What follows belongs to an exercise in optimizing a design on an open flow for small area, a short achievable clock period and few clock cycles; a production flow would make more cautious choices.
In this exercise RTL edits were held to simulation tests only and were not proved equivalent to the original.

## flow/design.v (module list and top-level ports; edited modules follow where they fit)
// module nfb_blit: 3770 lines
module nfb_blit (
    input  wire        clk,
    input  wire        rst,           
    input  wire        start,         
    input  wire [15:0] start_len,     
    input  wire [1:0]  start_phase,   
    input  wire [3:0]  p_hue,         
    input  wire [9:0]  p_sat,         
    input  wire [9:0]  p_con,         
    input  wire [7:0]  p_bri,         
    input  wire [8:0]  p_sharp,       
    input  wire [8:0]  p_bleed,       
    input  wire        in_valid,
    input  wire [15:0] in_pix,
    output wire        in_ready,
    output reg         out_valid,
    output reg  [15:0] out_pix,
    output reg         done,
    output reg  [1:0]  phase_out,
    output reg         busy
);
  // ...
==> flow/flow/run.sh <==
#!/bin/bash
# The standard layout (the standard.sh, unchanged synthesis and steps),
# with ORFS's timing repair aiming for a setup slack of SETUP_SLACK_MARGIN ns
# at the design's clock period, i.e. for a shorter achieved period. The
# clock period and constraints are the design's. make's output goes to
# flow_make.log; each ORFS step writes its own log under orfs/logs/.
set -euo pipefail
cd "$(dirname "$0")/.."
bash standard.sh SETUP_SLACK_MARGIN=18 finish > flow_make.log 2>&1
==> flow/standard.sh <==
#!/bin/bash
# synth_recipe.tcl (not shown) runs the flow's synth.tcl, then flattens the netlist and writes it again
# the make line also repeats each setting of config.mk as NAME=value (left out here)
make -C /OpenROAD-flow-scripts/flow DESIGN_CONFIG=/design/flow/config.mk WORK_HOME=/design/flow/orfs CLKGATE_MAP_FILE= SYNTH_SCRIPT=/design/flow/synth_recipe.tcl "${@:-finish}"
==> flow/config.mk <==
export PLATFORM = sky130hd
export DESIGN_NAME = nfb_blit
export DESIGN_NICKNAME = nfb_blit
export VERILOG_FILES = /design/flow/design.v
export SDC_FILE = /design/flow/constraint.sdc
export NUM_CORES = 4
export LEC_CHECK = 0
export CAP_MARGIN = 20
export CORE_MARGIN = 2
export CORE_UTILIZATION = 65
export CTS_CLUSTER_DIAMETER = 100
export CTS_CLUSTER_SIZE = 24
export SLEW_MARGIN = 20
==> flow/constraint.sdc <==
create_clock -name core_clock -period 24.0 [get_ports {clk}]
set_input_delay 4.8000 -clock core_clock [delete_from_list [all_inputs] [get_ports {clk}]]
set_output_delay 4.8000 -clock core_clock [all_outputs]
set_load 0.01 [all_outputs]
==> results.txt, run 1 <==
Layout Nets=11,200; Iter 0 DRT Violations=4,001; Levels on crit path=1; clock-cell share of area=0.0181; Port-buffer cells=109; clock tree buffer count of the final layout=65; CP Max Fanout=1; synth top area cells=fa_1 (29%), edfxtp_1 (13%), ha_1 (12%), xnor2_1 (8.8%), dfxtp_1 (8.3%); slew margin rel.=0.274; RD Place Congestion=0.930; Seq cells post-synth=765; routed wire length=227,000 um; global routing usage on met2=0.569; biggest regs=s3cya: 29 flops, s3cyb: 29 flops; post-synth top area share=0.288; Pins Over Slew Limit=0; share of layout cells above drive strength 1=0.0463; Critical Path Sink Type=primary output; fill count=10,900; fin area=0.0963 mm2; DIE AREA=0.143 mm2; Hold Crit Class=reg2reg; Post-synth top cells=inv_1 (1,994), fa_1 (1,310), xnor2_1 (915); comb_multi_in=5,872; wl on met1=90,000 um; top sig layer=met5; Hold EP=s1y0b[11]$_DFF_P_; fin cells=10,900; Vert. Die Dim=378 um; antenna cells=4; Setup crit end=phase_out[0]; largest family of logic cells by synthesized area=adder cells; outcome=timing/DRC/antenna clean; TNS Setup=0 ns; Most used DFF post-synth=edfxtp_1; I/O pin count=110; post-synthesis instance area=0.0909 mm2
Testbench counts, summed over its fixed seeds: cycles 18,824.
==> run 2, diff against run 1 <==
--- a/flow/design.v
+++ b/flow/design.v
@@ -3697,16 +3697,17 @@
         s3ti <= ti;
         s3ui <= ui;
         s3tq <= tq;
         s3uq <= uq;
         s4y  <= ay[31:12];
         s4i  <= ai[28:11];
         s4q  <= aq[28:11];
         out_pix <= {ch_r[7:3], ch_g[7:2], ch_b[7:3]};
+        phase_out <= pc;        
         if (rst) begin
             busy      <= 1'b0;
             st        <= 1'b0;
             rdy       <= 1'b0;
             v0        <= 1'b0;
             v1        <= 1'b0;
             v2        <= 1'b0;
             fl1       <= 1'b0;
@@ -3758,13 +3759,12 @@
             end else if (v0) begin
                 rem <= rem - 16'd1;
             end
             if (rdy && in_valid && (v0 ? (rem == 16'd2) : (rem == 16'd1)))
                 rdy <= 1'b0;
             if ((st && empty_r) || l4) begin
                 busy      <= 1'b0;
                 done      <= 1'b1;
-                phase_out <= pc;
             end
         end
     end
 endmodule
==> flow/config.mk (replaced) <==
export PLATFORM = sky130hd
export DESIGN_NAME = nfb_blit
export DESIGN_NICKNAME = nfb_blit
export VERILOG_FILES = /design/flow/design.v
export SDC_FILE = /design/flow/constraint.sdc
export NUM_CORES = 4
export LEC_CHECK = 0
export CAP_MARGIN = 20
export CORE_MARGIN = 2
export CORE_UTILIZATION = 55
export CTS_CLUSTER_DIAMETER = 100
export CTS_CLUSTER_SIZE = 24
export SLEW_MARGIN = 20
==> results.txt, run 2 <==
post-synth top area share=0.287 (was 0.288); Port-buffer cells=109 (unchanged); WL met3=10,500 um (was 10,600 um); unrepaired setup endpoints after global routing=yes (unchanged); Vert. Die Dim=412 um (was 378 um); Req. time, crit path=19.20 ns (about the same); Clock Tree Buf Depth=3 (unchanged); most frequent cell after synthesis=inv_1 (unchanged); Post-synth EDFFs=387 (was 389); TNS Setup=0 ns (unchanged); Post-Syn Nets=11,400 (was 11,300); CP Data Arrival Time=1.16 ns (was 1.21 ns); hold path start=s1y0[15]$_DFF_P_ (was s1y0[11]$_DFF_P_); all-layer global routing usage=0.278 (was 0.323); CP Max Fanout=2 (was 1); Max stage delay on crit path=0.35 ns (was 0.36 ns); leading area contributor after synthesis=fa_1 (unchanged); CTS H-tree lvls=2 (unchanged); antenna cells=0 (was 4); simple logic cell fraction of the synthesized area=0.0617 (was 0.0568); post-synthesis instance area=0.0914 mm2 (was 0.0909 mm2); Post-synth ARST share=0 (unchanged); CP Class=reg2out (unchanged); Fmax=0.168 GHz (was 0.166 GHz); initial antenna violation count=2 (was 6); DIE AREA=0.169 mm2 (was 0.143 mm2); hpwl dp=185,000 um (was 180,000 um); fin cells=11,300 (was 10,900); Worst Tran Pin Value=0.982 ns (was 1.09 ns); grt ovf=0 (unchanged); CTS tree=built (unchanged); Yosys Warn Count=1 (unchanged); Final Util=0.589 (was 0.692); row count=149 (was 137); Pins Over Slew Limit=0 (unchanged); DRT Pass-1 Iters=6 (unchanged); fin crit share=0.248 (was 0.250); most frequent cells in the layout=inv_1 (2,024), fa_1 (1,310), xnor2_1 (903) (was inv_1 (1,988), fa_1 (1,310), xnor2_1 (915)); DR WL/cell=20.6 um (was 20.9 um); Critical Path Source=busy$_SDFFE_PP0P_ (was phase_out[0]$_DFFE_PP_); core area=0.165 mm2 (was 0.139 mm2); biggest regs=s3cya: 29 flops, s3cyb: 29 flops (unchanged); compound-gate portion of the synthesized area=0.112 (was 0.113); slew margin rel.=0.345 (was 0.274); setup violators final=0 (unchanged); crit start category=flip-flop (unchanged); Antenna Nets Post-Route=0 (unchanged); fill count=14,300 (was 10,900); Die Width=412 um (was 378 um); Worst-Skew Late Latency=0.72 ns (was 0.71 ns); Synth cell types=78 (was 86); largest net degree at the start of global routing=74 (was 90); commonest non-fill, non-tap cell in the layout=inv_1 (unchanged); Crit path max-delay family=flip-flops (unchanged); adder-cell share of the synthesized area=0.402 (was 0.404); clock root buffer=clkbuf_16 (unchanged); CTS buffer count=48 (was 49); hold_buf cts=0 (unchanged); first-pass GRT wire length=369,000 um (was 359,000 um); Reg clk slew, reported paths=0.10 ns (about the same); Clock Skew=0.0630 ns (was 0.0529 ns); crit path time final=5.96 ns (was 6.01 ns); synthesized area per cell=9.95 um2 (was 10.0 um2); top sig layer=met4 (was met5); Most used DFF post-synth=edfxtp_1 (unchanged); Iter 0 DRT Violations=3,971 (was 4,001); DR WL met2=117,000 um (was 115,000 um); share of layout cells above drive strength 1=0.0468 (was 0.0463); RD Place Congestion=0.906 (was 0.930); DR vias/cell=5.50 (was 5.71); outcome=timing/DRC/antenna clean (unchanged); Critical Path Slowest Stage Cell=dfxtp_4 (was edfxtp_1); vias=62,200 (was 62,100); Seq/Total Area, Yosys=0.210 (was 0.211); Synth Area in XOR/XNOR=0.108 (was 0.110); MaxCap Viol Count=0 (unchanged); crit-path cells=buf_6 (was buf_2); Worst Path Buf+Inv=1 (unchanged); post-synthesis cell count=9,183 (was 9,059); routed wire length=233,000 um (was 227,000 um); cell count after placement=11,100 (was 10,700); Seq cells post-synth=765 (unchanged); synth top area cells=fa_1 (29%), edfxtp_1 (13%), ha_1 (11%), xnor2_1 (8.7%), inv_1 (8.3%) (was fa_1 (29%), edfxtp_1 (13%), ha_1 (12%), xnor2_1 (8.8%), dfxtp_1 (8.3%)); Layout Nets=11,300 (was 11,200); clk sinks=765 (unchanged); largest family of logic cells by synthesized area=adder cells (unchanged); Area Growth Syn to Fin=6.31% (was 5.92%); I/O pin count=110 (unchanged); Initial Utilization=0.554 (was 0.653); worst r2r src=dsp_one[0]$_DFFE_PP_ (was s4y[4]$_DFF_P_); Post-synth top cells=inv_1 (2,032), fa_1 (1,310), xnor2_1 (903) (was inv_1 (1,994), fa_1 (1,310), xnor2_1 (915)); mux contribution to synthesized area=0.00486 (was 0.00498); DRC=0 (unchanged); wl on met1=96,500 um (was 90,000 um); Critical Path Sink Type=primary output (unchanged); Hold Crit Class=reg2reg (unchanged); Hold Violations, Final=0 (unchanged); vias in the first global route=66,000 (was 64,700)
run 2: cell count changes after synthesis, moves of 9 or more:
cell / delta
inv_1: +38
a31oi_1: +10
nor3_1: +27
a21oi_1: +15
clkbuf_1: +9
nand2b_1: -11
o21a_1: -12
xnor2_1: -12
nand2_1: +19
a21o_1: -21
o21ai_0: +12
or2_2: +11
run 2: kinds of logic after synthesis:
| group | Yosys count |
|---|---|
| buffers and inverters | 2461 |
| and+or+nand+nor | 1148 |
| DFF | 765 |
| xor gates and xnor gates | 1131 |
| AOI/OAI and AO/OA | 1485 |
| adders and majority gates | 2150 |
| muxes | 43 |
run 2: through the flow:
stage	hold slack [ns]	setup WS, ns	cell area [um2]
after floorplan	0.310	18.03	91400
after global placement	0.311	17.21	94200
after detailed placement	0.312	17.15	94200
after CTS	0.317	17.91	96200
after global routing	0.315	17.77	97200
final	0.315	18.04	97200
run 2: what timing repair did:
action / CTS / global route
pin swaps: 1 / 6
resized for setup: 139 / 112
buffers inserted: 36 / 53
hold endpoints to repair: 0 / 0
setup endpoints to repair: 81 / 85
gates cloned: 0 / 6
run 2: final timing paths:
check                            to  slack [ns]  cells past startpoint
hold reg to reg   s1y0b[15]$_DFF_P_        0.31                      0
setup reg to reg    s4y[19]$_DFF_P_       18.10                     22
setup / recovery               busy       18.04                      1
hold / removal    s1y0b[15]$_DFF_P_        0.31                      0
run 2: final cells by class:
class	instances	area, um2	area share
inverters	2037	7670	0.0790
repair buffers	273	2520	0.0260
clock inverters	25	387	0.00398
multi-input cells	5957	63300	0.651
flip-flops and latches	765	19300	0.198
well taps	2189	2740	0.0282
clock buffers	62	1280	0.0132
run 2: per-layer routing:
layer | track usage | up-vias
met5 | 0 | -
met1 | 0.353 | 31400
li1 | - | 29100
met3 | 0.0299 | 296
met4 | 0.0927 | 0
met2 | 0.493 | 1412
Testbench counts of run 2, summed over its fixed seeds: cycles 18,824.

==> what the ideal ports hide <==
In the flow no input, the clock included, has a driving cell. The finished layouts below were timed again as built, in two steps. Step 1, drivers: a clkbuf_16 drives clk and a buf_2 each remaining input, both assumed. Step 2 moves the port delays by t, midway between the first and last clock arrival at a register: inputs arrive t later, outputs are due t later. That takes back most of the time a late clock gives input paths. a / b / c = no drivers / after step 1 / after step 2; a / b = the first two.
| run | shift t [ns] | slack for setup (ns) | worst setup path at the end |
|---|---|---|---|
| run 1 | 0.770 | 17.994 / 17.914 / 17.482 | input to register |
| run 2 | 0.770 | 18.037 / 17.956 / 17.472 | input to register |
After both steps setup and hold are still met in every run listed. For run 2, which loses most, drivers alone change the setup slack by -0.081 ns; drivers and shift together by -0.565 ns.
